From an optimization exercise on the open Yosys and OpenROAD flow, aimed at small area, a short achievable clock period and few clock cycles per item; shortcuts taken in it are not production practice. Where RTL was checked, it was by simulation tests only, not by an equivalence proof against the original. No functional check of the RTL was part of runs 1 to 3 and 7.

File: flow/config.mk
export PLATFORM = sky130hd
export DESIGN_NAME = gf2m_fu
export DESIGN_NICKNAME = gf2m_fu
export VERILOG_FILES = /design/flow/design.v
export SDC_FILE = /design/flow/constraint.sdc
export NUM_CORES = 4
export LEC_CHECK = 0
export CAP_MARGIN = 20
export CORE_MARGIN = 2
export CORE_UTILIZATION = 40
export PLACE_DENSITY = 0.6
export SETUP_SLACK_MARGIN = 3.0
export SLEW_MARGIN = 20
File: flow/constraint.sdc
create_clock -name core_clock -period 7.0 [get_ports {clk}]
set_input_delay 1.4000 -clock core_clock [delete_from_list [all_inputs] [get_ports {clk}]]
set_output_delay 1.4000 -clock core_clock [all_outputs]
set_load 0.01 [all_outputs]
File: flow/design.v
module gf2m_fu (
    input  wire        clk,
    input  wire        rst,         
    input  wire        in_valid,
    output wire        in_ready,
    input  wire [2:0]  in_op,       
    input  wire [2:0]  in_pset,     
    input  wire [31:0] in_a,
    input  wire [31:0] in_b,
    output wire        out_valid,
    input  wire        out_ready,
    output wire [31:0] out_res,
    output wire [2:0]  out_err      
);
    localparam OP_ADD = 3'd1, OP_MUL = 3'd2, OP_SQ = 3'd3,
               OP_SQ4 = 3'd4, OP_INV = 3'd5, OP_DIV = 3'd6;
    localparam ERR_NONE = 3'd0, ERR_ILL = 3'd1, ERR_CFG = 3'd2, ERR_DOM = 3'd6;
    localparam KD_ERR = 3'd0, KD_LIN = 3'd1, KD_SQ = 3'd2, KD_SQ4 = 3'd3,
               KD_INV = 3'd4, KD_DIV = 3'd5;
    function [12:0] sq1_12;
        input [12:0] x;
        begin
            sq1_12[0] = x[0] ^ x[6];
            sq1_12[1] = x[11];
            sq1_12[2] = x[1] ^ x[7];
            sq1_12[3] = x[6];
            sq1_12[4] = x[2] ^ x[8] ^ x[11];
            sq1_12[5] = x[7];
            sq1_12[6] = x[3] ^ x[9];
            sq1_12[7] = x[8];
            sq1_12[8] = x[4] ^ x[10];
            sq1_12[9] = x[9];
            sq1_12[10] = x[5] ^ x[11];
            sq1_12[11] = x[10];
            sq1_12[12] = 1'b0;
        end
    endfunction
    function [12:0] sq2_12;
        input [12:0] x;
        begin
            sq2_12[0] = x[0] ^ x[3] ^ x[6] ^ x[9];
            sq2_12[1] = x[10];
            sq2_12[2] = x[8] ^ x[11];
            sq2_12[3] = x[3] ^ x[9];
            sq2_12[4] = x[1] ^ x[4] ^ x[7];
            sq2_12[5] = x[8];
            sq2_12[6] = x[6] ^ x[9];
            sq2_12[7] = x[4] ^ x[10];
            sq2_12[8] = x[2] ^ x[5] ^ x[8];
            sq2_12[9] = x[9];
            sq2_12[10] = x[7] ^ x[10];
            sq2_12[11] = x[5] ^ x[11];
            sq2_12[12] = 1'b0;
        end
    endfunction
    function [12:0] sq6_12;
        input [12:0] x;
        begin
            sq6_12[0] = x[0] ^ x[3] ^ x[6] ^ x[9];
            sq6_12[1] = x[4] ^ x[7];
            sq6_12[2] = x[2];
            sq6_12[3] = x[3] ^ x[9];
            sq6_12[4] = x[4];
            sq6_12[5] = x[2] ^ x[5] ^ x[8] ^ x[11];
            sq6_12[6] = x[6] ^ x[9];
            sq6_12[7] = x[1] ^ x[4];
            sq6_12[8] = x[2] ^ x[8];
            sq6_12[9] = x[9];
            sq6_12[10] = x[1] ^ x[7] ^ x[10];
            sq6_12[11] = x[2] ^ x[11];
            sq6_12[12] = 1'b0;
        end
    endfunction
    function [12:0] sq1_13;
        input [12:0] x;
        begin
            sq1_13[0] = x[0] ^ x[11];
            sq1_13[1] = x[7] ^ x[11] ^ x[12];
            sq1_13[2] = x[1] ^ x[7];
            sq1_13[3] = x[8] ^ x[11] ^ x[12];
            sq1_13[4] = x[2] ^ x[7] ^ x[8] ^ x[11] ^ x[12];
            sq1_13[5] = x[7] ^ x[9];
            sq1_13[6] = x[3] ^ x[8] ^ x[9] ^ x[12];
            sq1_13[7] = x[8] ^ x[10];
            sq1_13[8] = x[4] ^ x[9] ^ x[10];
            sq1_13[9] = x[9] ^ x[11];
            sq1_13[10] = x[5] ^ x[10] ^ x[11];
            sq1_13[11] = x[10] ^ x[12];
            sq1_13[12] = x[6] ^ x[11] ^ x[12];
        end
    endfunction
    function [12:0] sq3_13;
        input [12:0] x;
        begin
            sq3_13[0] = x[0] ^ x[5] ^ x[6] ^ x[11];
            sq3_13[1] = x[3] ^ x[4] ^ x[8];
            sq3_13[2] = x[4] ^ x[5] ^ x[6] ^ x[8] ^ x[9];
            sq3_13[3] = x[2] ^ x[3] ^ x[7] ^ x[10] ^ x[12];
            sq3_13[4] = x[2] ^ x[3] ^ x[4] ^ x[5] ^ x[8] ^ x[9];
            sq3_13[5] = x[4] ^ x[5] ^ x[10] ^ x[12];
            sq3_13[6] = x[2] ^ x[3] ^ x[4] ^ x[5] ^ x[7] ^ x[10] ^ x[12];
            sq3_13[7] = x[2] ^ x[8] ^ x[10];
            sq3_13[8] = x[1] ^ x[4] ^ x[5] ^ x[6] ^ x[8] ^ x[9] ^ x[11];
            sq3_13[9] = x[5] ^ x[6] ^ x[9] ^ x[11];
            sq3_13[10] = x[6] ^ x[7] ^ x[8];
            sq3_13[11] = x[3] ^ x[5] ^ x[6] ^ x[7] ^ x[8] ^ x[10];
            sq3_13[12] = x[3] ^ x[4] ^ x[5] ^ x[6] ^ x[9] ^ x[10];
        end
    endfunction
    function [12:0] sq7_13;
        input [12:0] x;
        begin
            sq7_13[0] = x[0] ^ x[1] ^ x[4] ^ x[5] ^ x[7] ^ x[9] ^ x[10] ^ x[12];
            sq7_13[1] = x[3] ^ x[5] ^ x[6] ^ x[7] ^ x[9] ^ x[10] ^ x[11];
            sq7_13[2] = x[8] ^ x[10] ^ x[12];
            sq7_13[3] = x[3] ^ x[4] ^ x[5] ^ x[6] ^ x[8];
            sq7_13[4] = x[3] ^ x[4] ^ x[9] ^ x[11];
            sq7_13[5] = x[1] ^ x[2] ^ x[6] ^ x[7] ^ x[9] ^ x[10];
            sq7_13[6] = x[1] ^ x[3] ^ x[7];
            sq7_13[7] = x[3] ^ x[4] ^ x[7] ^ x[10] ^ x[11] ^ x[12];
            sq7_13[8] = x[2] ^ x[3] ^ x[5] ^ x[10] ^ x[12];
            sq7_13[9] = x[1] ^ x[4] ^ x[5] ^ x[7] ^ x[10] ^ x[12];
            sq7_13[10] = x[3] ^ x[6] ^ x[7] ^ x[8] ^ x[12];
            sq7_13[11] = x[1] ^ x[2] ^ x[4] ^ x[6] ^ x[9] ^ x[10];
            sq7_13[12] = x[1] ^ x[2] ^ x[5] ^ x[6] ^ x[8] ^ x[10];
        end
    endfunction
    function [24:0] clmul;
        input [12:0] x;
        input [12:0] y;
        integer i;
        begin
            clmul = 25'd0;
            for (i = 0; i < 13; i = i + 1)
                clmul = clmul ^ ({12'd0, x & {13{y[i]}}} << i);
        end
    endfunction
    reg        cv;            
    reg [2:0]  kind;
    reg        m13;
    reg [2:0]  step;
    reg [2:0]  code;          
    reg [12:0] acc;           
    reg [12:0] ra;            
    reg [12:0] rb;            
    reg        ovalid;
    reg [2:0]  oerr;
    reg [12:0] res;           
    wire       dec_ill  = (in_op == 3'd0) || (in_op == 3'd7);
    wire       dec_cfg  = (in_pset > 3'd4);
    wire       dec_m13  = (in_pset != 3'd0);
    wire       dec_bin  = (in_op == OP_ADD) || (in_op == OP_MUL) || (in_op == OP_DIV);
    wire       a_out    = dec_m13 ? (in_a[31:13] != 19'd0) : (in_a[31:12] != 20'd0);
    wire       b_out    = dec_m13 ? (in_b[31:13] != 19'd0) : (in_b[31:12] != 20'd0);
    wire       dec_dom  = a_out || (dec_bin && b_out);
    reg [2:0] dec_kind;
    always @(*) begin
        case (in_op)
            OP_ADD, OP_MUL: dec_kind = KD_LIN;
            OP_SQ:          dec_kind = KD_SQ;
            OP_SQ4:         dec_kind = KD_SQ4;
            OP_INV:         dec_kind = KD_INV;
            OP_DIV:         dec_kind = KD_DIV;
            default:        dec_kind = KD_ERR;
        endcase
        if (dec_cfg) dec_kind = KD_ERR;
    end
    wire [2:0] dec_code = dec_ill ? ERR_ILL : dec_cfg ? ERR_CFG :
                          dec_dom ? ERR_DOM : ERR_NONE;
    wire [12:0] base_in  = (in_op == OP_DIV) ? in_b[12:0] :
                           (in_op == OP_ADD) ? (in_a[12:0] ^ in_b[12:0]) : in_a[12:0];
    wire [12:0] other_in = (in_op == OP_DIV) ? in_a[12:0] :
                           (in_op == OP_MUL) ? in_b[12:0] :
                           (in_op == OP_INV && !dec_m13) ? sq1_12(in_a[12:0]) : 13'd1;
    localparam X_ID = 0, X_S1_12 = 1, X_S1_13 = 2, X_S2_12 = 3, X_S6_12 = 4,
               X_S3_13 = 5, X_S7_13 = 6;
    localparam Y_RB = 0, Y_RA = 1, Y_ACC = 2, Y_S1_12 = 3, Y_S1_13 = 4;
    function [12:0] uop;
        input [2:0] kd;
        input       m;
        input [2:0] st;
        reg   [6:0] xs;
        reg   [4:0] ys;
        reg         l;
        reg   [2:0] xk;    
        reg   [1:0] yk;    
        begin
            xk = 3'd1;
            yk = 2'd0;
            l  = 1'b0;
            case (kd)
                KD_LIN: begin xk = 3'd0; l = 1'b1; end
                KD_SQ:  l = 1'b1;
                KD_SQ4: begin yk = 2'd3; l = 1'b1; end
                KD_INV, KD_DIV: begin
                    if (m) begin
                        case (st)
                            3'd0:    yk = 2'd2;
                            3'd1:    yk = 2'd1;
                            3'd2:    begin xk = 3'd3; yk = 2'd2; end
                            3'd3:    begin xk = 3'd7; yk = 2'd3; l = (kd == KD_INV); end
                            default: begin xk = 3'd0; l = 1'b1; end
                        endcase
                    end else begin
                        case (st)
                            3'd0:    yk = 2'd2;
                            3'd1:    begin xk = 3'd2; yk = 2'd2; end
                            3'd2:    yk = 2'd1;
                            3'd3:    begin xk = 3'd6; yk = 2'd3; end
                            3'd4:    begin
                                if (kd == KD_INV) l = 1'b1;
                                else begin xk = 3'd0; yk = 2'd1; end
                            end
                            default: l = 1'b1;
                        endcase
                    end
                end
                default: l = 1'b1;
            endcase
            xs = 7'd0;
            case (xk)
                3'd0:    xs[X_ID] = 1'b1;
                3'd1:    xs[m ? X_S1_13 : X_S1_12] = 1'b1;
                3'd2:    xs[X_S2_12] = 1'b1;
                3'd3:    xs[X_S3_13] = 1'b1;
                3'd6:    xs[X_S6_12] = 1'b1;
                default: xs[X_S7_13] = 1'b1;
            endcase
            ys = 5'd0;
            case (yk)
                2'd0:    ys[Y_RB] = 1'b1;
                2'd1:    ys[Y_RA] = 1'b1;
                2'd2:    ys[Y_ACC] = 1'b1;
                default: ys[m ? Y_S1_13 : Y_S1_12] = 1'b1;
            endcase
            uop = {l, ys, xs};
        end
    endfunction
    reg [6:0] xsel;
    reg [4:0] ysel;
    reg       last;
    wire [12:0] s1_12 = sq1_12(acc);
    wire [12:0] s1_13 = sq1_13(acc);
    wire [12:0] mx = ({13{xsel[X_ID]}}    & acc)
                   | ({13{xsel[X_S1_12]}} & s1_12)
                   | ({13{xsel[X_S1_13]}} & s1_13)
                   | ({13{xsel[X_S2_12]}} & sq2_12(acc))
                   | ({13{xsel[X_S6_12]}} & sq6_12(acc))
                   | ({13{xsel[X_S3_13]}} & sq3_13(acc))
                   | ({13{xsel[X_S7_13]}} & sq7_13(acc));
    wire [12:0] my = ({13{ysel[Y_ACC]}}   & acc)
                   | ({13{ysel[Y_RA]}}    & ra)
                   | ({13{ysel[Y_RB]}}    & rb)
                   | ({13{ysel[Y_S1_12]}} & s1_12)
                   | ({13{ysel[Y_S1_13]}} & s1_13);
    wire [24:0] p = clmul(mx, my);
    reg  [24:0] r13;
    reg  [22:0] r12;
    integer k;
    always @(*) begin
        r13 = p;
        for (k = 24; k >= 13; k = k - 1)
            if (r13[k]) r13 = r13 ^ (25'h201B << (k - 13));
        r12 = p[22:0];
        for (k = 22; k >= 12; k = k - 1)
            if (r12[k]) r12 = r12 ^ (23'h1009 << (k - 12));
    end
    wire [12:0] prod = m13 ? r13[12:0] : {1'b0, r12[11:0]};
    wire finish  = cv && last && (!ovalid || out_ready);
    assign in_ready = !cv || finish;
    wire in_fire = in_valid && in_ready;
    always @(posedge clk) begin
        if (rst) begin
            cv     <= 1'b0;
            ovalid <= 1'b0;
            res    <= 13'd0;
        end else begin
            if (finish) begin
                ovalid <= 1'b1;
                oerr   <= code;
                if (code == ERR_NONE) res <= prod;
            end else if (out_ready) begin
                ovalid <= 1'b0;
            end
            if (in_fire) begin
                cv   <= 1'b1;
                kind <= dec_kind;
                m13  <= dec_m13;
                code <= dec_code;
                step <= 3'd0;
                {last, ysel, xsel} <= uop(dec_kind, dec_m13, 3'd0);
                acc  <= base_in;
                ra   <= base_in;
                rb   <= other_in;
            end else begin
                if (finish) cv <= 1'b0;
                if (cv && !last) begin
                    acc  <= prod;
                    step <= step + 3'd1;
                    {last, ysel, xsel} <= uop(kind, m13, step + 3'd1);
                end
            end
        end
    end
    assign out_valid = ovalid;
    assign out_res   = {19'd0, res};
    assign out_err   = oerr;
endmodule
File: flow/run.sh
#!/bin/bash
# synth_recipe.tcl (not shown) runs the flow's synth.tcl, then flattens the netlist and writes it again
# the make line also repeats each setting of config.mk as NAME=value (left out here)
make -C /OpenROAD-flow-scripts/flow DESIGN_CONFIG=/design/flow/config.mk WORK_HOME=/design/flow/orfs CLKGATE_MAP_FILE= SYNTH_SCRIPT=/design/flow/synth_recipe.tcl finish
==> results of run 1 <==
## synthesized netlist by cell type (4+ instances only)
cell type,instances,area [um^2]
nand2_1,115,431.7
buf_2,23,115.1
xnor3_2,4,95.09
o21a_1,7,52.55
clkbuf_1,44,165.2
a31oi_1,7,43.79
and3_1,5,31.28
o21ai_1,6,30.03
a221oi_1,4,35.03
or3_1,4,25.02
o21ai_0,29,145.1
dfxtp_1,15,300.3
nand2b_1,10,62.56
xor3_1,8,190.2
xor2_1,55,481.7
o221ai_1,5,43.79
ha_1,6,75.07
xnor2_1,143,1252
nor3_1,11,55.05
o22ai_1,6,37.54
a211oi_1,12,90.09
inv_1,25,93.84
a222oi_1,11,110.1
mux2i_1,7,70.07
a22oi_1,14,105.1
and2_1,7,43.79
nor4_1,10,62.56
a21oi_1,58,290.3
edfxtp_1,65,1952
nand3_1,19,95.09
o21bai_1,8,60.06
nor2b_1,13,81.33
xnor3_1,30,675.7
nor2_1,151,566.8
xnor2_2,15,244.0
buf_4,25,187.7
buf_6,5,56.30
o31ai_1,4,30.03
## area by class of cell
type,instances,area (um^2)
Timing Repair Buffer,188,1772
Tap cell,285,356.6
Inverter,25,93.84
Sequential cell,80,2252
Multi-Input combinational cell,860,6729
Fill cell,2032,10970
Clock inverter,7,103.9
Clock buffer,9,225.2
## stage by stage
step / instance area, um^2 / utilization
finish: 11530 / 0.5125
global route: 11530 / 0.5125
CTS: 10990 / 0.4882
detailed placement: 10060 / 0.4472
global placement: 10060 / 0.4471
floorplan: 9210 / -
## cells in the final DEF (no fill, tap or decap), types with 10 or more instances in the layout
| master | n |
|---|---|
| a21oi_1 | 56 |
| nand2_1 | 113 |
| xnor2_1 | 122 |
| clkdlybuf4s50_1 | 90 |
| nand3_1 | 17 |
| nor2b_1 | 10 |
| nor2_1 | 150 |
| conb_1 | 19 |
| xnor2_4 | 11 |
| buf_4 | 86 |
| edfxtp_1 | 65 |
| xnor3_1 | 24 |
| inv_1 | 25 |
| a22oi_1 | 12 |
| a222oi_1 | 11 |
| xor2_1 | 53 |
| xnor2_2 | 28 |
| xnor3_2 | 10 |
| clkbuf_16 | 10 |
| nor3_1 | 11 |
| nand2b_1 | 10 |
| dfxtp_1 | 15 |
| o21ai_0 | 29 |
| a211oi_1 | 11 |
## flip-flops by register name, indices dropped and copies added (netlist names), 5 cells and up
name	flops
xsel	7
ra	13
ysel	5
acc	13
res	13
rb	13
## metal layers
| metal | vias up | share of wire |
|---|---|---|
| li1 | 3794 | - |
| met5 | - | 0 |
| met3 | 59 | 0.087 |
| met2 | 421 | 0.48 |
| met1 | 3853 | 0.41 |
| met4 | 0 | 0.024 |
## cell families after synthesis
logic type | synth area share
AND/OR/NAND/NOR | 0.1701
XOR/XNOR | 0.3388
AO/OA/AOI/OAI | 0.1557
buffers and inverters | 0.06888
flip-flops | 0.2465
multiplexers | 0.01137
adder cells (fa/ha/maj) | 0.008217
other | 0.0004105
## repair_timing
action | in CTS | in global routing
cloned | 0 | 1
setup endpoints to repair | 39 | 24
pin swaps | 6 | 30
resized for setup | 27 | 45
setup buffers | 44 | 37
## worst max path at each step
stage	startpoint	end	slack, ns	depth (start not counted)
CTS	acc[10]$_DFFE_PP_	acc[4]$_DFFE_PP_	2.93	14
floorplan	acc[7]$_DFFE_PP_	acc[4]$_DFFE_PP_	3.43	14
global placement	acc[11]$_DFFE_PP_	acc[5]$_DFFE_PP_	1.94	11
detailed placement	acc[10]$_DFFE_PP_	acc[4]$_DFFE_PP_	1.94	12
finish	acc[1]$_DFFE_PP_	acc[4]$_DFFE_PP_	3.00	14
global route	acc[5]$_DFFE_PP_	acc[4]$_DFFE_PP_	2.83	15
## worst max-delay path: cells and delay by family, from the launching register on
kind | cells | cell delay, ns
AND/OR/NAND/NOR | 3 | 0.48
AO/OA/AOI/OAI | 2 | 0.31
flip-flops | 1 | 0.61
XOR/XNOR | 7 | 1.93
buffers and inverters | 2 | 0.41
==> flow_summary.ini, run 1 <==
[timing]
fin_skew_ns = 0.007499
whs_ns = 0.4738
min_period_ns = 4.000
rsz0062_at_grt = true
setup_tns_ns = 0
drv_slew = 0
layout_setup_ws_ns = 3.000
hold_violations = 0
max_slew_margin = 0.4792
tightest_slew_ns = 0.7752
setup_viol = 0
fin_crit_sh = 0.5714
fmax_mhz = 250.0

[synthesis]
async_flop_share = 0
synth_edf_count = 65
synth_cell_types = 76
ys_seq_area_frac = 0.2465
yosys_warnings = 1
netlist_area_um2 = 9136
synthCells = 1047
synthFlopType = edfxtp_1
yosys_register_bits = 80
avgSynthCellArea_um2 = 8.726

[floorplanning]
fp.coreArea_um2 = 22500
die_x_um = 155.1
ioPinCount = 111
dieArea_um2 = 24070
fp.dieH_um = 155.1
row_count = 55
initial_core_util = 0.4060

[setup_path]
slowest_stage = edfxtp_1
crit_chain = buf_4, xnor3_1, xnor3_1, o2111ai_4, buf_4, or2_4, nand2b_1, xor2_1, xnor3_2, xor2_2, xor2_1, nand2_1, xnor2_2, a21oi_1
cp.arrival_ns = 4.09
required_ns = 7.09
worstSetupPathType = flip-flop to flip-flop
r2r_end = acc[4]$_DFFE_PP_
end_kind = flip-flop
critPathMaxStageDelay_ns = 0.61
reg2regPathDepth = 14
critPathMaxFanout = 8
reg2reg_slack_ns = 3.00
worstSetupStartpointType = flip-flop
reg2reg_from = acc[1]$_DFFE_PP_

[clock_network]
max-clock-path-buffers = 2
insertion_delay_ns = 0.34
clk_pin_slew_ns = 0.06
cts_buffers = 9
root_buffer = clkbuf_16
hold_buffers = 0
cts.sinks = 80
cts_htree_levels = 3
tritoncts = yes

[worst_hold_path]
hold_class = flip-flop to flip-flop
whs_endpoint = res[12]$_SDFFE_PP0P_
hold_depth = 2
hold_start = res[12]$_SDFFE_PP0P_

[place]
place_ws_ns = 1.944
dp.cells = 1356
gp_congestion = 0.8668
portBuffers = 91
dpl.hpwl_um = 20090

[detailed_routing]
firstDrtPassIters = 5
post_drt_wl_per_cell_um = 20.14
vias_per_cell = 5.589
final_antenna_net_count = 0
wirelength_um = 29280
drc = 0
vias = 8127
drt_iter0_markers = 801

[global_route]
met3_usage = 0.04958
grt_pass1_vias = 7684
grt.total_usage = 0.2375
antenna_found_initial = 0
grt_max_degree = 34
grt_pass1_wl_um = 44120
grt_overflow = 0
grt_most_used_layer = met2
use_met2 = 0.3928
grt_util_met1 = 0.3131

[final_layout]
nets = 1244
drive_gt1_frac = 0.1771
syn2layout_area_growth_pct = 26.23
diodes = 0
fin_cells = 1454

[status]
status = no timing/DRC/antenna violations

[flow_run]
cap_violations = 0
==> inputs of run 2 (changes only) <==
--- a/flow/config.mk
+++ b/flow/config.mk
@@ -11,3 +11,3 @@
 export PLACE_DENSITY = 0.6
-export SETUP_SLACK_MARGIN = 3.0
+export SETUP_SLACK_MARGIN = 2.5
 export SLEW_MARGIN = 20
==> run 2 against run 1 <==
Flip-flop and latch count unchanged. Synthesized cell count unchanged. Non-clock buffer count decreased by 43.
==> flow_summary.ini, run 2 <==
[timing]
hold_violations = 0
layout_setup_ws_ns = 2.694
whs_ns = 0.4674
rsz0062_at_grt = false
fmax_mhz = 232.2
max_slew_margin = 0.3619
drv_slew = 0
fin_skew_ns = 0.007053
setup_viol = 0
tightest_slew_ns = 0.9548
min_period_ns = 4.306
setup_tns_ns = 0
fin_crit_sh = 0.6152

[setup_path]
required_ns = 7.04
reg2regPathDepth = 12
critPathMaxStageDelay_ns = 0.62
cp.buffers_inverters = 0
critPathMaxFanout = 9
slowest_stage = edfxtp_1
worstSetupStartpointType = flip-flop
crit_family = XOR/XNOR gates
worstSetupPathType = flip-flop to flip-flop
cp.arrival_ns = 4.35
end_kind = flip-flop
crit_chain = xnor2_2, xnor2_1, a222oi_1, and3_1, nor2_1, xnor3_1, xnor2_2, xnor2_2, xnor2_1, nand2_1, xnor2_1, a21oi_1
cp.depth = 12

[floorplanning]
fp.dieH_um = 155.1
initial_core_util = 0.4060
ioPinCount = 111
die_x_um = 155.1
row_count = 55
fp.coreArea_um2 = 22500
dieArea_um2 = 24070

[synthesis]
synth_top_cells_by_area = edfxtp_1 (21%), xnor2_1 (14%), xnor3_1 (7.4%)
yosys_warnings = 1
synth_cell_types = 76
avgSynthCellArea_um2 = 8.726
synth_fa_ha_area_frac = 0.008217
synth_top_family_by_area = XOR/XNOR gates
synthCells = 1047
yosysTopAreaCell = edfxtp_1
async_flop_share = 0
synth_top_area_share = 0.2136
netlist_area_um2 = 9136
synth_mux_area_frac = 0.01137
synth_xor_area_frac = 0.3388
synthFlopType = edfxtp_1
ys_seq_area_frac = 0.2465
yosys_register_bits = 80
synth_edf_count = 65
netlist_top_cells_count = nor2_1 (151), xnor2_1 (143), nand2_1 (115), edfxtp_1 (65), a21oi_1 (58)
yosys.area_share.simple = 0.1701
synth_compound_area_frac = 0.1557
yosysMostFrequentCell = nor2_1

[clock_network]
hold_buffers = 0
cts.sinks = 80
cts_htree_levels = 3
tritoncts = yes
clk_pin_slew_ns = 0.07
max-clock-path-buffers = 2
root_buffer = clkbuf_16
insertion_delay_ns = 0.34
cts_buffers = 9

[detailed_routing]
post_drt_wl_per_cell_um = 19.89
drt_iter0_markers = 821
firstDrtPassIters = 5
vias_per_cell = 5.520
final_antenna_net_count = 0
vias = 7789
wirelength_um = 28070
drc = 0

[final_layout]
fin_area_um2 = 10770
nets = 1201
drive_gt1_frac = 0.1021
layout_common_cells = nor2_1 (150), xnor2_1 (142), nand2_1 (114)
diodes = 0
layout_commonest_cell = nor2_1
syn2layout_area_growth_pct = 17.87

[status]
status = no timing/DRC/antenna violations

[place]
portBuffers = 91
dpl.hpwl_um = 20220
gp_congestion = 0.8965
place_ws_ns = 1.970
place_area_um2 = 10050

[flow_run]
cap_violations = 0

[global_route]
grt.total_usage = 0.2361
grt_overflow = 0
grt_pass1_vias = 7682
grt_pass1_wl_um = 44090
antenna_found_initial = 0
grt_max_degree = 34

[worst_hold_path]
hold_depth = 2
hold_class = flip-flop to flip-flop
-- run 2: cell counts after synthesis --
Identical to the previous run, type by type.
-- run 2: area by class of cell --
| class | count | area [um^2] |
|---|---|---|
| inverters | 25 | 93.84 |
| repair buffers | 145 | 1366 |
| well taps | 285 | 356.6 |
| flip-flops and latches | 80 | 2252 |
| multi-input cells | 860 | 6389 |
| clock inverters | 7 | 86.33 |
| clock buffers | 9 | 225.2 |
| fillers | 2148 | 11730 |
-- run 2: logic make-up (layout without fill, tap and decap cells) --
group                    count (synthesis)  in the layout
AND/OR/NAND/NOR                        358            358
XOR/XNOR                               262            262
AO/OA/AOI/OAI                          205            205
buffers and inverters                  125            186
other                                    1             19
flip-flops                              80             80
multiplexers                            10             10
adder cells (fa/ha/maj)                  6              6
-- run 2: metrics by stage --
stage	instances	util
after floorplan	1065	-
after global placement	1355	0.4468
after detailed placement	1355	0.4468
after CTS	1402	0.4748
after global routing	1411	0.4786
final	1411	0.4786
-- run 2: tightest hold or removal path: cells and delay by family (launching register included) --
kind | cells | cell delay (ns)
flip-flops | 1 | 0.32
AND/OR/NAND/NOR | 1 | 0.05
AO/OA/AOI/OAI | 1 | 0.05
-- run 2: final timing paths --
path	end	startpoint	slack, ns
worst max register to register	acc[5]$_DFFE_PP_	acc[1]$_DFFE_PP_	2.69
worst min-delay path	res[12]$_SDFFE_PP0P_	res[12]$_SDFFE_PP0P_	0.47
worst min register to register	res[12]$_SDFFE_PP0P_	res[12]$_SDFFE_PP0P_	0.47
worst max-delay path	acc[5]$_DFFE_PP_	acc[1]$_DFFE_PP_	2.69
-- run 2: what timing repair did --
item / 4_1_cts / 5_1_grt
pin swaps: 1 / 1
endpoints found under the setup margin: 25 / 11
cloned: 0 / 0
gates resized for setup: 5 / 1
buffers inserted: 31 / 9
-- run 2: metal layers --
metal,vias to the layer above,wire (um),global-route usage
met5,-,0,0
met4,0,944,0.07760
met3,64,1952,0.04290
met2,316,13180,0.3947
met1,3706,12000,0.3095
li1,3703,-,-
==> inputs of run 3 (changes only) <==
==> flow/flow/run.sh (new file) <==
#!/bin/bash
# The standard layout, with the port buffers made of the smallest buffer cell
# (sky130_fd_sc_hd__buf_1) instead of the delay cell buffer_ports picks.
set -euo pipefail
export BUFFER_PORTS_ARGS="-buffer_cell sky130_fd_sc_hd__buf_1"
bash standard.sh > standard_make.log 2>&1
==> flow/standard.sh (new file) <==
#!/bin/bash
# synth_recipe.tcl (not shown) runs the flow's synth.tcl, then flattens the netlist and writes it again
# the make line also repeats each setting of config.mk as NAME=value (left out here)
make -C /OpenROAD-flow-scripts/flow DESIGN_CONFIG=/design/flow/config.mk WORK_HOME=/design/flow/orfs CLKGATE_MAP_FILE= SYNTH_SCRIPT=/design/flow/synth_recipe.tcl "${@:-finish}"
--- a/flow/config.mk
+++ b/flow/config.mk
@@ -11,3 +11,3 @@
 export PLACE_DENSITY = 0.6
-export SETUP_SLACK_MARGIN = 2.5
+export SETUP_SLACK_MARGIN = 3.0
 export SLEW_MARGIN = 20
removed: flow/run.sh
==> run 3 against run 2 <==
Cell count rose by 2.4%. Via count rose by 5.5%. Cell area rose by 1.4%. Area after synthesis did not move. Flip-flop and latch count did not move. First-iteration DRC count fell by 7.6%. Non-clock buffer count rose by 34. Worst hold slack improved by 0.0068 ns. Critical endpoint unchanged.
==> flow_summary.ini, run 3 <==
[place]
portBuffers = 91
gp_congestion = 0.8932
place_ws_ns = 1.937
dpl.hpwl_um = 20150
dp.cells = 1356

[floorplanning]
ioPinCount = 111
initial_core_util = 0.4060
row_count = 55
fp.dieH_um = 155.1
dieArea_um2 = 24070
fp.coreArea_um2 = 22500
die_x_um = 155.1

[detailed_routing]
firstDrtPassIters = 5
post_drt_wl_per_cell_um = 20.45
vias = 8220
drt_iter0_markers = 759
vias_per_cell = 5.689
drc = 0
wirelength_um = 29550
final_antenna_net_count = 0

[clock_network]
root_buffer = clkbuf_16
clk_pin_slew_ns = 0.06
cts.sinks = 80
tritoncts = yes
cts_htree_levels = 3
insertion_delay_ns = 0.34
max-clock-path-buffers = 2
cts_buffers = 9

[timing]
drv_slew = 0
hold_violations = 0
fin_crit_sh = 0.5677
layout_setup_ws_ns = 3.026
fmax_mhz = 251.6
fin_skew_ns = 0.005530
rsz0062_at_grt = true
setup_viol = 0
setup_tns_ns = 0
tightest_slew_ns = 0.9630
whs_ns = 0.4742
max_slew_margin = 0.3573
min_period_ns = 3.974

[global_route]
grt_max_degree = 30
antenna_found_initial = 0
grt_pass1_vias = 7759
grt_overflow = 0
grt_pass1_wl_um = 44270
grt.total_usage = 0.2386

[synthesis]
netlist_top_cells_count = nor2_1 (151), xnor2_1 (143), nand2_1 (115), edfxtp_1 (65), a21oi_1 (58)
synth_top_cells_by_area = edfxtp_1 (21%), xnor2_1 (14%), xnor3_1 (7.4%)
yosysMostFrequentCell = nor2_1
synthFlopType = edfxtp_1
synth_edf_count = 65
ys_seq_area_frac = 0.2465
yosysTopAreaCell = edfxtp_1
yosys_register_bits = 80
yosys_warnings = 1
synthCells = 1047
avgSynthCellArea_um2 = 8.726
netlist_area_um2 = 9136
synth_cell_types = 76
async_flop_share = 0
synth_top_area_share = 0.2136

[setup_path]
required_ns = 7.05
r2r_end = acc[5]$_DFFE_PP_
reg2reg_from = acc[10]$_DFFE_PP_
end_kind = flip-flop
crit_top_cell = buf_6
critPathMaxFanout = 6
reg2regPathDepth = 16
crit_chain = buf_6, buf_6, buf_6, xor2_2, a222oi_1, o2111ai_4, buf_4, o21bai_2, xnor2_1, xnor3_2, xnor2_4, xnor2_2, xnor2_1, nand2_1, xnor2_2, a21oi_1
worstSetupStartpointType = flip-flop
worstSetupPathType = flip-flop to flip-flop
cp.arrival_ns = 4.02
critPathMaxStageDelay_ns = 0.50
slowest_stage = edfxtp_1
reg2reg_slack_ns = 3.03

[worst_hold_path]
hold_class = flip-flop to flip-flop
whs_endpoint = res[6]$_SDFFE_PP0P_
hold_depth = 2
hold_start = res[6]$_SDFFE_PP0P_

[final_layout]
drive_gt1_frac = 0.1741
layout_commonest_cell = nor2_1
syn2layout_area_growth_pct = 19.47
fin_cells = 1445
diodes = 0
layout_common_cells = nor2_1 (150), xnor2_1 (124), nand2_1 (114)
nets = 1235

[flow_run]
cap_violations = 0

[status]
status = no timing/DRC/antenna violations
[run 3: cell counts after synthesis]
Identical to the previous run, type by type.
[run 3: repair_timing]
| item | CTS | global route |
|---|---|---|
| setup endpoints to repair | 26 | 41 |
| hold endpoints to repair | 0 | 0 |
| pin swaps | 10 | 41 |
| setup buffers | 40 | 32 |
| resized for setup | 34 | 48 |
| cloned | 0 | 1 |
| hold buffers | 0 | 0 |
[run 3: through the flow]
stage / area, um^2 / util
final: 10920 / 0.4851
after global routing: 10920 / 0.4851
after CTS: 10400 / 0.4621
after floorplan: 9210 / -
after detailed placement: 9498 / 0.4221
after global placement: 9484 / 0.4215
[run 3: area by class of cell]
type / instances / area, um^2
Tap cell: 285 / 356.6
Timing Repair Buffer: 179 / 1070
Inverter: 25 / 93.84
Clock inverter: 7 / 120.1
Fill cell: 2108 / 11590
Sequential cell: 80 / 2252
Clock buffer: 9 / 225.2
Multi-Input combinational cell: 860 / 6798
[run 3: per-layer routing]
metal / GRT usage / vias up / wire (um)
met1: 0.3107 / 3968 / 12080
met5: 0 / - / 0
met2: 0.4019 / 417 / 14260
li1: - / 3772 / -
met4: 0.08995 / 0 / 875
met3: 0.03593 / 63 / 2334
[run 3: worst max-delay path by stage]
stage | cells after the start | endpoint | start | slack (ns)
after floorplan | 14 | acc[4]$_DFFE_PP_ | acc[7]$_DFFE_PP_ | 3.43
after global placement | 12 | res[10]$_SDFFE_PP0P_ | acc[10]$_DFFE_PP_ | 1.95
after detailed placement | 12 | res[10]$_SDFFE_PP0P_ | acc[10]$_DFFE_PP_ | 1.94
after CTS | 13 | acc[9]$_DFFE_PP_ | acc[11]$_DFFE_PP_ | 3.00
after global routing | 16 | acc[5]$_DFFE_PP_ | acc[10]$_DFFE_PP_ | 2.85
final | 16 | acc[5]$_DFFE_PP_ | acc[10]$_DFFE_PP_ | 3.03
[run 3: cell families (layout without fill, tap and decap cells)]
logic type | Yosys count | in the layout | share of synthesized area
compound gates | 205 | 205 | 0.1557
xor+xnor | 262 | 262 | 0.3388
fa+ha+maj | 6 | 6 | 0.008217
buf+inv | 125 | 220 | 0.06888
flops | 80 | 80 | 0.2465
mux | 10 | 10 | 0.01137
other cells | 1 | 19 | 0.0004105
simple gates | 358 | 358 | 0.1701
[run 3: critical path: cells and delay by family, from the launching register on]
family                    cells  cell delay (ns)
DFF                           1             0.50
and+or+nand+nor               1             0.10
xor gates and xnor gates      7             1.52
buffers and inverters         4             0.62
AOI/OAI and AO/OA             4             0.93
==> inputs of run 4 (changes only) <==
--- a/flow/design.v
+++ b/flow/design.v
@@ -176,4 +176,4 @@
                X_S3_13 = 5, X_S7_13 = 6;
-    localparam Y_RB = 0, Y_RA = 1, Y_ACC = 2, Y_S1_12 = 3, Y_S1_13 = 4;
-    function [12:0] uop;
+    localparam Y_RB = 0, Y_RA = 1, Y_ACC = 2, Y_S1_12 = 3, Y_S1_13 = 4, Y_ONE = 5;
+    function [13:0] uop;
         input [2:0] kd;
@@ -182,3 +182,3 @@
         reg   [6:0] xs;
-        reg   [4:0] ys;
+        reg   [5:0] ys;
         reg         l;
@@ -228,3 +228,3 @@
             endcase
-            ys = 5'd0;
+            ys = 6'd0;
             case (yk)
@@ -238,4 +238,5 @@
     endfunction
+    localparam [13:0] UOP_HOLD = {1'b1, 6'b100000, 7'b0000001};
     reg [6:0] xsel;
-    reg [4:0] ysel;
+    reg [5:0] ysel;
     reg       last;
@@ -254,3 +255,4 @@
                    | ({13{ysel[Y_S1_12]}} & s1_12)
-                   | ({13{ysel[Y_S1_13]}} & s1_13);
+                   | ({13{ysel[Y_S1_13]}} & s1_13)
+                   | {12'd0, ysel[Y_ONE]};
     wire [24:0] p = clmul(mx, my);
@@ -284,21 +286,18 @@
             end
-            if (in_fire) begin
-                cv   <= 1'b1;
-                kind <= dec_kind;
-                m13  <= dec_m13;
-                code <= dec_code;
-                step <= 3'd0;
-                {last, ysel, xsel} <= uop(dec_kind, dec_m13, 3'd0);
-                acc  <= base_in;
-                ra   <= base_in;
-                rb   <= other_in;
-            end else begin
-                if (finish) cv <= 1'b0;
-                if (cv && !last) begin
-                    acc  <= prod;
-                    step <= step + 3'd1;
-                    {last, ysel, xsel} <= uop(kind, m13, step + 3'd1);
-                end
-            end
+            if (in_fire)     cv <= 1'b1;
+            else if (finish) cv <= 1'b0;
+        end
+    end
+    always @(posedge clk) begin
+        if (in_fire) begin
+            kind <= dec_kind;
+            m13  <= dec_m13;
+            code <= dec_code;
+            ra   <= base_in;
+            rb   <= other_in;
         end
+        acc  <= in_fire ? base_in : prod;
+        step <= in_fire ? 3'd0 : step + 3'd1;
+        {last, ysel, xsel} <= in_fire ? uop(dec_kind, dec_m13, 3'd0) :
+                              last    ? UOP_HOLD : uop(kind, m13, step + 3'd1);
     end
--- a/flow/config.mk
+++ b/flow/config.mk
@@ -9,4 +9,4 @@
 export CORE_MARGIN = 2
-export CORE_UTILIZATION = 40
-export PLACE_DENSITY = 0.6
+export CORE_UTILIZATION = 65
+export PLACE_DENSITY = 0.75
 export SETUP_SLACK_MARGIN = 3.0
==> run 4 against run 3 <==
Still clean. Cell area fell by 12%. Die area fell by 41%. Area after synthesis fell by 5.1%. Synthesized cell count fell by 0.57%. First-iteration DRC count rose by 11%. Flip-flop and latch count rose by 1. Global-route usage rose by 9.7 points. Via count fell by 7.0%. Critical endpoint is now acc[5]$_DFF_P_. Non-clock buffer count fell by 59. Utilization rose by 24 points.
==> flow_summary.ini, run 4 <==
[global_route]
grt_pass1_vias = 6988
grt_overflow = 0
antenna_found_initial = 0
grt_pass1_wl_um = 37400
grt.total_usage = 0.3361
grt_max_degree = 51

[setup_path]
end_kind = flip-flop
critPathMaxFanout = 13
slowest_stage = xnor3_1
critPathMaxStageDelay_ns = 0.53
worstSetupPathType = flip-flop to flip-flop
crit_top_cell = xnor2_1
worstSetupStartpointType = flip-flop
cp.arrival_ns = 4.11
crit_chain = xor3_1, xor2_1, o2111ai_2, nor2b_1, xnor2_1, xnor2_1, xnor3_1, xor2_2, xnor2_1, nand2_1, xnor2_2, a21oi_1
required_ns = 7.18

[final_layout]
fill_cells = 1059
syn2layout_area_growth_pct = 10.35
seq_area_um2 = 2024
multi_input_comb_area_um2 = 6364
fin_area_um2 = 9564
layout_commonest_cell = nor2_1
layout_common_cells = nor2_1 (156), xnor2_1 (150), nand2_1 (100)
nets = 1170
diodes = 0
drive_gt1_frac = 0.09224

[synthesis]
synth_edf_count = 36
synth_top_area_share = 0.1597
yosys_register_bits = 81
synthCells = 1041
netlist_top_cells_count = xnor2_1 (158), nor2_1 (157), nand2_1 (101), a21oi_1 (72), xor2_1 (58)
yosys_warnings = 1
avgSynthCellArea_um2 = 8.326
netlist_area_um2 = 8667
async_flop_share = 0
synth_cell_types = 70
ys_seq_area_frac = 0.2287
synth_top_cells_by_area = xnor2_1 (16%), edfxtp_1 (12%), dfxtp_1 (10%)
synthFlopType = dfxtp_1
yosysTopAreaCell = xnor2_1
yosysMostFrequentCell = xnor2_1

[detailed_routing]
post_drt_wl_per_cell_um = 18.90
drc = 0
vias = 7645
firstDrtPassIters = 6
drt_iter0_markers = 844
wirelength_um = 24030
vias_per_cell = 6.015
final_antenna_net_count = 0

[timing]
fin_skew_ns = 0.005884
min_period_ns = 3.927
setup_tns_ns = 0
hold_violations = 0
max_slew_margin = 0.3957
drv_slew = 0
rsz0062_at_grt = true
fin_crit_sh = 0.5610
setup_viol = 0
tightest_slew_ns = 0.9064
fmax_mhz = 254.6

[place]
place_area_um2 = 8929
portBuffers = 91
dpl.hpwl_um = 17400
gp_congestion = 0.9163

[floorplanning]
fp.coreArea_um2 = 13140
fp.dieH_um = 119.5
dieArea_um2 = 14270
die_x_um = 119.5
row_count = 42
ioPinCount = 111
initial_core_util = 0.6597

[clock_network]
insertion_delay_ns = 0.34
hold_buffers = 0
clk_pin_slew_ns = 0.06
root_buffer = clkbuf_16
cts_buffers = 9
cts_htree_levels = 3
cts.sinks = 81
max-clock-path-buffers = 2
tritoncts = yes

[flow_run]
cap_violations = 0

[worst_hold_path]
hold_class = flip-flop to flip-flop

[status]
status = no timing/DRC/antenna violations
-- run 4: cell types whose count changed after synthesis, moves of 8 or more --
cell	before	now
dfxtp_1	15	45
edfxtp_1	65	36
xnor2_1	143	158
a21oi_1	58	72
nand2_1	115	101
clkbuf_1	44	55
o21ai_0	29	37
xnor2_2	15	7
-- run 4: routing by layer --
| metal | up-vias | routed length [um] | global-route usage |
|---|---|---|---|
| met5 | - | 0 | 0 |
| li1 | 3604 | - | - |
| met1 | 3563 | 9897 | 0.4446 |
| met4 | 0 | 1041 | 0.1691 |
| met2 | 418 | 11090 | 0.5332 |
| met3 | 60 | 1999 | 0.05508 |
-- run 4: per-stage QoR --
stage               hold WS, ns  setup WS, ns  std cells  utilization
floorplan                0.4418         3.321       1059            -
global placement         0.4542         2.466       1240       0.6796
detailed placement       0.4636         2.372       1240       0.6796
CTS                      0.4720         3.018       1260       0.7155
global route             0.4947         2.984       1271       0.7280
finish                   0.4675         3.073       1271       0.7280
-- run 4: cells by family after synthesis --
family          Yosys count  synth area share
mux                      14           0.01646
simple gates            351            0.1786
fa+ha+maj                 6          0.008662
compound gates          203            0.1561
xor+xnor                267            0.3475
buf+inv                 118           0.06366
flops                    81            0.2287
other cells               1         0.0004327
-- run 4: worst max-delay path, delay by kind of cell, from the launching register on --
| kind | cells | cell delay, ns |
|---|---|---|
| xor gates and xnor gates | 8 | 2.29 |
| AOI/OAI and AO/OA | 2 | 0.60 |
| DFF | 1 | 0.51 |
| and+or+nand+nor | 2 | 0.36 |
-- run 4: path summary, 6_finish.rpt --
kind | start | endpoint | slack [ns] | cells past startpoint
max | acc[12]$_DFF_P_ | acc[5]$_DFF_P_ | 3.07 | 12
min | res[12]$_SDFFE_PP0P_ | res[12]$_SDFFE_PP0P_ | 0.47 | 2
max reg2reg | acc[12]$_DFF_P_ | acc[5]$_DFF_P_ | 3.07 | 12
min reg2reg | res[12]$_SDFFE_PP0P_ | res[12]$_SDFFE_PP0P_ | 0.47 | 2
-- run 4: final cells by class --
class / instances / share of cell area
Clock buffer: 10 / 0.02394
Clock inverter: 6 / 0.008634
Inverter: 18 / 0.007064
Multi-Input combinational cell: 860 / 0.6654
Sequential cell: 81 / 0.2117
Tap cell: 176 / 0.02302
Timing Repair Buffer: 120 / 0.06031
-- run 4: repair_timing --
| action | in CTS | in global routing |
|---|---|---|
| resized for setup | 34 | 20 |
| hold endpoints to repair | 0 | 0 |
| pin swaps | 0 | 4 |
| buffers inserted | 4 | 11 |
| setup endpoints to repair | 26 | 20 |
Testbench counts of run 4, summed over its fixed seeds: cycles 20,141, items 8,000.
==> inputs of run 5 (changes only) <==
--- a/flow/config.mk
+++ b/flow/config.mk
@@ -9,4 +9,4 @@
 export CORE_MARGIN = 2
-export CORE_UTILIZATION = 65
-export PLACE_DENSITY = 0.75
+export CORE_UTILIZATION = 40
+export PLACE_DENSITY = 0.6
 export SETUP_SLACK_MARGIN = 3.0
==> run 5 against run 4 <==
Sequential share of layout area down 0.55 points. Die area up 60%. Global-route usage down 11 points. Via count shrank 0.78%. Flip-flop and latch count stayed put. Clock skew up 0.0038 ns. Utilization down 27 points. Critical path depth did not move. Worst setup slack improved by 0.063 ns. Largest cell class unchanged.
==> flow_summary.ini, run 5 <==
[floorplanning]
fp.coreArea_um2 = 21150
fp.dieH_um = 151.2
initial_core_util = 0.4097
dieArea_um2 = 22860
row_count = 53
ioPinCount = 111
die_x_um = 151.2

[synthesis]
synthFlopType = dfxtp_1
yosys_warnings = 1
yosysTopAreaCell = xnor2_1
yosys_register_bits = 81
netlist_area_um2 = 8667
synth_top_area_share = 0.1597
synth_edf_count = 36
synth_cell_types = 70
netlist_top_cells_count = xnor2_1 (158), nor2_1 (157), nand2_1 (101), a21oi_1 (72), xor2_1 (58)
ys_seq_area_frac = 0.2287
synthCells = 1041
avgSynthCellArea_um2 = 8.326
synth_top_cells_by_area = xnor2_1 (16%), edfxtp_1 (12%), dfxtp_1 (10%)
yosysMostFrequentCell = xnor2_1
async_flop_share = 0

[detailed_routing]
drt_iter0_markers = 892
wirelength_um = 25830
vias_per_cell = 5.504
post_drt_wl_per_cell_um = 18.74
final_antenna_net_count = 0
vias = 7585
drc = 0
firstDrtPassIters = 6

[setup_path]
end_kind = flip-flop
critPathMaxStageDelay_ns = 0.52
worstSetupPathType = flip-flop to flip-flop
crit_top_cell = xnor2_1
crit_chain = xor3_1, a22oi_1, and4_1, a21oi_1, xnor2_1, xnor2_2, xnor3_2, xnor2_4, xnor2_1, a211oi_2, o31ai_1, nor2b_1
critPathMaxFanout = 13
required_ns = 7.19
reg2reg_slack_ns = 3.14
reg2regPathDepth = 12
cp.arrival_ns = 4.06
worstSetupStartpointType = flip-flop
slowest_stage = dfxtp_4

[global_route]
antenna_found_initial = 0
grt.total_usage = 0.2259
grt_max_degree = 47
grt_pass1_wl_um = 39690
grt_pass1_vias = 7067
grt_overflow = 0

[status]
status = no timing/DRC/antenna violations

[final_layout]
fin_area_um2 = 9772
nets = 1178
drive_gt1_frac = 0.09882
fill_cells = 2025
diodes = 0
syn2layout_area_growth_pct = 12.75
layout_common_cells = nor2_1 (156), xnor2_1 (149), nand2_1 (100)
seq_area_um2 = 2014
multi_input_comb_area_um2 = 6429
layout_commonest_cell = nor2_1

[clock_network]
clk_pin_slew_ns = 0.06
cts_buffers = 9
cts_htree_levels = 3
insertion_delay_ns = 0.34
cts.sinks = 81
tritoncts = yes
root_buffer = clkbuf_16
max-clock-path-buffers = 2
hold_buffers = 0

[place]
portBuffers = 91
dpl.hpwl_um = 18380
gp_congestion = 0.8902
place_ws_ns = 2.195
place_area_um2 = 9067

[timing]
tightest_slew_ns = 0.9123
rsz0062_at_grt = true
fin_skew_ns = 0.009703
fmax_mhz = 258.8
layout_setup_ws_ns = 3.135
hold_violations = 0
min_period_ns = 3.865
fin_crit_sh = 0.5521
setup_viol = 0
drv_slew = 0
setup_tns_ns = 0
max_slew_margin = 0.3918

[worst_hold_path]
hold_depth = 2
hold_class = flip-flop to flip-flop

[flow_run]
cap_violations = 0
[run 5: cell counts after synthesis]
No cell type changed its count.
[run 5: final cells by class]
class	count	area share
well taps	275	0.03521
repair buffers	128	0.06543
multi-input cells	860	0.6579
clock inverters	6	0.004994
inverters	18	0.006914
flip-flops and latches	81	0.2061
clock buffers	10	0.02343
[run 5: worst paths after layout]
kind	from	endpoint
worst max-delay path	acc[6]$_DFF_P_	res[3]$_SDFFE_PP0P_
worst min-delay path	res[12]$_SDFFE_PP0P_	res[12]$_SDFFE_PP0P_
worst max register to register	acc[6]$_DFF_P_	res[3]$_SDFFE_PP0P_
worst min register to register	res[12]$_SDFFE_PP0P_	res[12]$_SDFFE_PP0P_
[run 5: cell families after synthesis]
group,synth area share
simple gates,0.1786
xor+xnor,0.3475
compound gates,0.1561
buf+inv,0.06366
flops,0.2287
mux,0.01646
fa+ha+maj,0.008662
other cells,0.0004327
[run 5: routing by layer]
metal  track usage  wire length (um)  up-vias
li1              -                 -     3623
met1        0.3110             11290     3604
met2        0.3643             12130      314
met3       0.03373              1811       44
met4       0.07243               601        0
met5             0                 0        -
[run 5: timing repair]
item | in CTS | in global routing
buffers inserted | 6 | 15
pin swaps | 3 | 3
gates resized for setup | 27 | 28
endpoints found under the setup margin | 26 | 23
endpoints found under the hold margin | 0 | 0
[run 5: metrics by stage]
step           utilization  hold slack (ns)  instances
2_1_floorplan            -           0.4418       1059
3_3_place_gp        0.4286           0.4483       1341
3_5_place_dp        0.4286           0.4531       1341
4_1_cts             0.4490           0.4660       1363
5_1_grt             0.4619           0.4939       1378
6_report            0.4619           0.4655       1378
[run 5: critical path: cells and delay by family, from the launching register on]
kind             cells  cell delay (ns)
flip-flops           1             0.52
AO/OA/AOI/OAI        4             0.74
AND/OR/NAND/NOR      2             0.58
XOR/XNOR             6             1.85
==> inputs of run 6 (changes only) <==
--- a/flow/config.mk
+++ b/flow/config.mk
@@ -11,3 +11,3 @@
 export PLACE_DENSITY = 0.6
-export SETUP_SLACK_MARGIN = 3.0
+export SETUP_SLACK_MARGIN = 3.4
 export SLEW_MARGIN = 20
==> run 6 against run 5 <==
First-iteration DRC count fell by 12%. Utilization rose by 5.8 points. Die area unchanged. Clock skew down 0.0037 ns. Area after synthesis unchanged. Global-route usage is 1.3 points higher. Synthesized cell count unchanged. Routed wire length increased by 8.0%.
==> flow_summary.ini, run 6 <==
[clock_network]
cts_buffers = 9
clk_pin_slew_ns = 0.06
root_buffer = clkbuf_16
cts.sinks = 81
hold_buffers = 0
cts_htree_levels = 3
max-clock-path-buffers = 2
tritoncts = yes
insertion_delay_ns = 0.33

[floorplanning]
initial_core_util = 0.4097
row_count = 53
fp.dieH_um = 151.2
fp.coreArea_um2 = 21150
die_x_um = 151.2
ioPinCount = 111
dieArea_um2 = 22860

[synthesis]
synth_edf_count = 36
synth_mux_area_frac = 0.01646
avgSynthCellArea_um2 = 8.326
synth_xor_area_frac = 0.3475
synth_top_cells_by_area = xnor2_1 (16%), edfxtp_1 (12%), dfxtp_1 (10%)
yosys.area_share.simple = 0.1786
yosysMostFrequentCell = xnor2_1
yosys_warnings = 1
ys_seq_area_frac = 0.2287
synth_top_area_share = 0.1597
synthCells = 1041
synth_fa_ha_area_frac = 0.008662
synthFlopType = dfxtp_1
netlist_area_um2 = 8667
netlist_top_cells_count = xnor2_1 (158), nor2_1 (157), nand2_1 (101), a21oi_1 (72), xor2_1 (58)
synth_cell_types = 70
synth_top_family_by_area = XOR/XNOR gates
yosys_register_bits = 81
yosysTopAreaCell = xnor2_1
synth_compound_area_frac = 0.1561
async_flop_share = 0

[global_route]
grt.total_usage = 0.2386
grt_max_degree = 45
grt_pass1_wl_um = 42080
grt_overflow = 0
grt_pass1_vias = 7582
antenna_found_initial = 0

[timing]
fmax_mhz = 268.2
min_period_ns = 3.729
tightest_slew_ns = 0.9525
max_slew_margin = 0.3641
fin_skew_ns = 0.006001
setup_viol = 0
hold_violations = 0
drv_slew = 0
setup_tns_ns = 0
fin_crit_sh = 0.5327
rsz0062_at_grt = true

[worst_hold_path]
hold_depth = 2
whs_endpoint = res[6]$_SDFFE_PP0P_
hold_class = flip-flop to flip-flop
hold_start = res[6]$_SDFFE_PP0P_

[place]
dp.cells = 1342
dpl.hpwl_um = 18740
gp_congestion = 0.8754
portBuffers = 91

[detailed_routing]
post_drt_wl_per_cell_um = 19.13
drc = 0
wirelength_um = 27890
firstDrtPassIters = 6
vias = 8047
drt_iter0_markers = 786
final_antenna_net_count = 0
vias_per_cell = 5.519

[setup_path]
required_ns = 7.19
critPathMaxFanout = 5
cp.arrival_ns = 3.92
r2r_end = res[3]$_SDFFE_PP0P_
reg2reg_from = acc[11]$_DFF_P_
worstSetupPathType = flip-flop to flip-flop
reg2regPathDepth = 15
worstSetupStartpointType = flip-flop
reg2reg_slack_ns = 3.27
end_kind = flip-flop

[final_layout]
drive_gt1_frac = 0.2096
diodes = 0
fin_util = 0.5203
nets = 1258
layout_common_cells = nor2_1 (152), xnor2_1 (122), nand2_1 (99)
layout_commonest_cell = nor2_1
syn2layout_area_growth_pct = 26.98
fin_cells = 1458

[flow_run]
cap_violations = 0

[status]
status = no timing/DRC/antenna violations
==> run 6: cell counts after synthesis <==
Identical to the previous run, type by type.
==> run 6: worst max-delay path, stage by stage (launching register included) <==
cell and delay [ns]:
dfxtp_2 0.35, buf_12 0.12, xnor3_1 0.37, xnor3_1 0.40, a2111oi_4 0.31, buf_4 0.21, buf_6 0.13, nor2_1 0.05
xor2_1 0.31, xnor2_1 0.21, xnor3_1 0.30, xor2_2 0.20, nor2_1 0.09, a211oi_2 0.27, o31ai_1 0.10, nor2b_1 0.14
==> run 6: layout make-up <==
cell class	count	area, um^2
fillers	1909	10150
multi-input cells	860	6797
clock buffers	11	232.7
flip-flops and latches	81	2023
inverters	18	67.56
repair buffers	208	1485
clock inverters	5	56.30
well taps	275	344.1
==> run 6: what timing repair did <==
| action | in CTS | in global routing |
|---|---|---|
| pin swaps | 32 | 19 |
| cloned | 2 | 1 |
| endpoints found under the setup margin | 26 | 54 |
| resized for setup | 96 | 59 |
| setup buffers | 60 | 37 |
==> run 6: through the flow <==
stage	hold WS [ns]	instance area [um^2]	setup WS (ns)
2_1_floorplan	0.4418	8741	3.402
3_3_place_gp	0.4432	9075	2.064
3_5_place_dp	0.4576	9075	2.132
4_1_cts	0.4668	10370	3.315
5_1_grt	0.4922	11010	3.107
6_report	0.4650	11010	3.271
==> run 6: layer usage <==
layer	GRT usage	up-vias	routed length, um
li1	-	3777	-
met4	0.08879	0	820
met1	0.3156	3793	11650
met2	0.3857	409	13110
met5	0	-	0
met3	0.04729	68	2318
==> run 6: logic make-up after synthesis <==
| group | Yosys count |
|---|---|
| buf+inv | 118 |
| other cells | 1 |
| simple gates | 351 |
| compound gates | 203 |
| xor+xnor | 267 |
| mux | 14 |
| flops | 81 |
| fa+ha+maj | 6 |
==> run 6: how the worst max path moves through the flow <==
| stage | from | end | slack [ns] |
|---|---|---|---|
| final | acc[11]$_DFF_P_ | res[3]$_SDFFE_PP0P_ | 3.27 |
| after global routing | acc[11]$_DFF_P_ | res[3]$_SDFFE_PP0P_ | 3.11 |
| after CTS | acc[11]$_DFF_P_ | res[3]$_SDFFE_PP0P_ | 3.32 |
| after detailed placement | acc[12]$_DFF_P_ | acc[5]$_DFF_P_ | 2.13 |
| after global placement | acc[3]$_DFF_P_ | acc[5]$_DFF_P_ | 2.06 |
| after floorplan | out_ready | code[0]$_SDFFCE_PP1P_ | 3.40 |
==> inputs of run 7 (changes only) <==
--- a/flow/design.v
+++ b/flow/design.v
@@ -148,2 +148,3 @@
     reg [12:0] res;           
+    reg        rz;            
     wire       dec_ill  = (in_op == 3'd0) || (in_op == 3'd7);
@@ -277,3 +278,3 @@
             ovalid <= 1'b0;
-            res    <= 13'd0;
+            rz     <= 1'b1;
         end else begin
@@ -282,3 +283,3 @@
                 oerr   <= code;
-                if (code == ERR_NONE) res <= prod;
+                if (code == ERR_NONE) rz <= 1'b0;
             end else if (out_ready) begin
@@ -291,2 +292,3 @@
     always @(posedge clk) begin
+        if (finish && code == ERR_NONE) res <= prod;
         if (in_fire) begin
@@ -304,3 +306,3 @@
     assign out_valid = ovalid;
-    assign out_res   = {19'd0, res};
+    assign out_res   = {19'd0, res & {13{!rz}}};
     assign out_err   = oerr;
--- a/flow/config.mk
+++ b/flow/config.mk
@@ -11,3 +11,3 @@
 export PLACE_DENSITY = 0.6
-export SETUP_SLACK_MARGIN = 3.4
+export SETUP_SLACK_MARGIN = 3.0
 export SLEW_MARGIN = 20
==> run 7 against run 6 <==
Still clean. Non-clock buffer count down 34. Clock-buffer cell count fell by 2. Sequential share of layout area grew 2.2 points. Global-route usage is 2.2 points lower. Highest routed layer unchanged.
==> flow_summary.ini, run 7 <==
[flow_run]
cap_violations = 0

[final_layout]
fin_area_um2 = 10520
syn2layout_area_growth_pct = 19.40
drive_gt1_frac = 0.1808
layout_common_cells = nor2_1 (179), xnor2_1 (139), buf_1 (91)
nets = 1198
fin_util = 0.4851
layout_commonest_cell = nor2_1
diodes = 0

[global_route]
grt.total_usage = 0.2169
grt_pass1_wl_um = 40380
grt_max_degree = 55
grt_pass1_vias = 7199
grt_overflow = 0
antenna_found_initial = 0

[worst_hold_path]
hold_class = flip-flop to flip-flop
hold_start = cv$_SDFFE_PP0P_
hold_depth = 2
whs_endpoint = ovalid$_SDFFE_PP0P_

[setup_path]
critPathMaxStageDelay_ns = 0.53
reg2regPathDepth = 14
end_kind = flip-flop
r2r_end = acc[6]$_DFF_P_
cp.arrival_ns = 4.18
crit_chain = buf_12, buf_12, xor3_2, xor3_2, buf_4, o211a_2, nor2_1, xnor2_1, xnor3_1, xor2_2, xnor2_1, nor2_1, xor2_2, mux2_2
required_ns = 7.22
slowest_stage = xnor3_1
reg2reg_from = acc[7]$_DFF_P_
critPathMaxFanout = 11
worstSetupStartpointType = flip-flop
worstSetupPathType = flip-flop to flip-flop
reg2reg_slack_ns = 3.05

[timing]
layout_setup_ws_ns = 3.046
fin_skew_ns = 0.006344
min_period_ns = 3.954
whs_ns = 0.4929
max_slew_margin = 0.3938
setup_tns_ns = 0
fmax_mhz = 252.9
tightest_slew_ns = 0.8998
fin_crit_sh = 0.5648
hold_violations = 0
drv_slew = 0
setup_viol = 0
rsz0062_at_grt = true

[floorplanning]
fp.coreArea_um2 = 21690
ioPinCount = 111
initial_core_util = 0.4063
fp.dieH_um = 152.4
row_count = 54
die_x_um = 152.4
dieArea_um2 = 23230

[clock_network]
hold_buffers = 0
clk_pin_slew_ns = 0.06
tritoncts = yes
cts.sinks = 82
cts_buffers = 9
insertion_delay_ns = 0.34
root_buffer = clkbuf_16
max-clock-path-buffers = 2
cts_htree_levels = 3

[synthesis]
netlist_top_cells_count = nor2_1 (181), xnor2_1 (153), nand2_1 (76), xor2_1 (62), edfxtp_1 (49)
netlist_area_um2 = 8811
synth_top_area_share = 0.1670
synth_top_cells_by_area = edfxtp_1 (17%), xnor2_1 (15%), xnor3_1 (7.9%)
yosysMostFrequentCell = nor2_1
ys_seq_area_frac = 0.2420
yosys_warnings = 1
synthFlopType = edfxtp_1
synthCells = 1008
yosysTopAreaCell = edfxtp_1
avgSynthCellArea_um2 = 8.741
synth_edf_count = 49
yosys_register_bits = 82
synth_cell_types = 73
async_flop_share = 0

[place]
place_ws_ns = 2.203
portBuffers = 91
place_area_um2 = 9224
dpl.hpwl_um = 17990
gp_congestion = 0.9381

[detailed_routing]
firstDrtPassIters = 6
drt_iter0_markers = 750
vias_per_cell = 5.518
wirelength_um = 26800
vias = 7742
post_drt_wl_per_cell_um = 19.10
final_antenna_net_count = 0
drc = 0

[status]
status = no timing/DRC/antenna violations
run 7: changes by cell type in the layout (fill, tap and decap cells not counted), sizes merged, moves of 6 or more:
cell,delta
dfxtp,-12
edfxtp,+13
mux2,+11
nand3,-6
a21oi,-36
nor2b,+8
nand2,-25
a211oi,-6
nor2,+27
buf,-31
run 7: metrics by stage:
step / cells
floorplan: 1026
global placement: 1321
detailed placement: 1322
CTS: 1345
global route: 1403
finish: 1403
run 7: timing repair:
item,CTS,global route
setup endpoints to repair,26,20
gates resized for setup,34,56
cloned,0,1
buffers inserted,7,57
pin swaps,7,25
run 7: logic make-up after synthesis:
| family | after synthesis | share of synthesized area |
|---|---|---|
| AOI/OAI and AO/OA | 162 | 0.1304 |
| xor gates and xnor gates | 269 | 0.3462 |
| and+or+nand+nor | 352 | 0.1768 |
| buffers and inverters | 110 | 0.06433 |
| muxes | 26 | 0.03138 |
| DFF | 82 | 0.2420 |
| other | 1 | 0.0004256 |
| adders and majority gates | 6 | 0.008520 |
run 7: per-layer routing:
layer / track usage / wire length [um] / vias to the layer above
li1: - / - / 3607
met1: 0.2978 / 11370 / 3730
met2: 0.3687 / 12970 / 363
met3: 0.02531 / 1973 / 42
met4: 0.04938 / 480 / 0
met5: 0 / 0 / -
run 7: how the worst max path moves through the flow:
stage,from,to,slack [ns],cells after the start
after global routing,acc[11]$_DFF_P_,acc[4]$_DFF_P_,2.95,12
final,acc[7]$_DFF_P_,acc[6]$_DFF_P_,3.05,14
after floorplan,acc[3]$_DFF_P_,res[4]$_DFFE_PP_,3.40,13
after detailed placement,acc[8]$_DFF_P_,acc[4]$_DFF_P_,2.20,11
after CTS,acc[10]$_DFF_P_,acc[4]$_DFF_P_,2.99,13
after global placement,acc[8]$_DFF_P_,acc[4]$_DFF_P_,2.23,11
run 7: critical path, delay by kind of cell (launching register included):
kind	cells	cell delay (ns)
and+or+nand+nor	2	0.36
xor gates and xnor gates	7	2.10
buffers and inverters	3	0.43
DFF	1	0.33
AOI/OAI and AO/OA	1	0.32
muxes	1	0.28
run 7: layout make-up:
| class | instances | area (um^2) |
|---|---|---|
| Tap cell | 280 | 350.3 |
| Clock buffer | 9 | 225.2 |
| Sequential cell | 82 | 2167 |
| Multi-Input combinational cell | 835 | 6553 |
| Timing Repair Buffer | 174 | 1041 |
| Fill cell | 2016 | 11170 |
| Clock inverter | 7 | 123.9 |
| Inverter | 16 | 60.06 |

==> what the ideal ports hide <==
How much do the figures lean on ideal ports? The routed layouts below were timed once more, with nothing changed but the port constraints. Step 1: set_driving_cell puts a clkbuf_16 on clk and a buf_2 on each other input, an assumption about the parent block. Step 2 moves the port delays by t, midway between the first and last clock arrival at a register: inputs arrive t later, outputs are due t later. That takes back most of the time a late clock gives input paths. Three values: no drivers, after step 1, after step 2; two values: the first two.
run	shift t [ns]	slack for setup (ns)	worst setup path after step 2	slew at the worst register clock pin (ns)	cell pins on the clock port's net
run 1	0.374	3.000 / 3.000 / 2.842	input to register	0.06 / 0.06	1
run 2	0.371	2.694 / 2.694 / 2.524	input to register	0.07 / 0.07	1
run 3	0.374	3.026 / 3.026 / 2.815	input to register	0.06 / 0.06	1
run 4	0.369	3.073 / 3.073 / 3.073	register to register	0.06 / 0.06	1
run 5	0.373	3.135 / 3.135 / 3.135	register to register	0.07 / 0.07	1
run 6	0.371	3.271 / 3.271 / 3.271	register to register	0.06 / 0.06	1
run 7	0.367	3.046 / 3.046 / 2.909	input to register	0.07 / 0.07	1
After both steps every run listed still meets setup and hold. For run 3, which loses most, drivers alone change the setup slack by 0.000 ns; drivers and shift together by -0.211 ns.
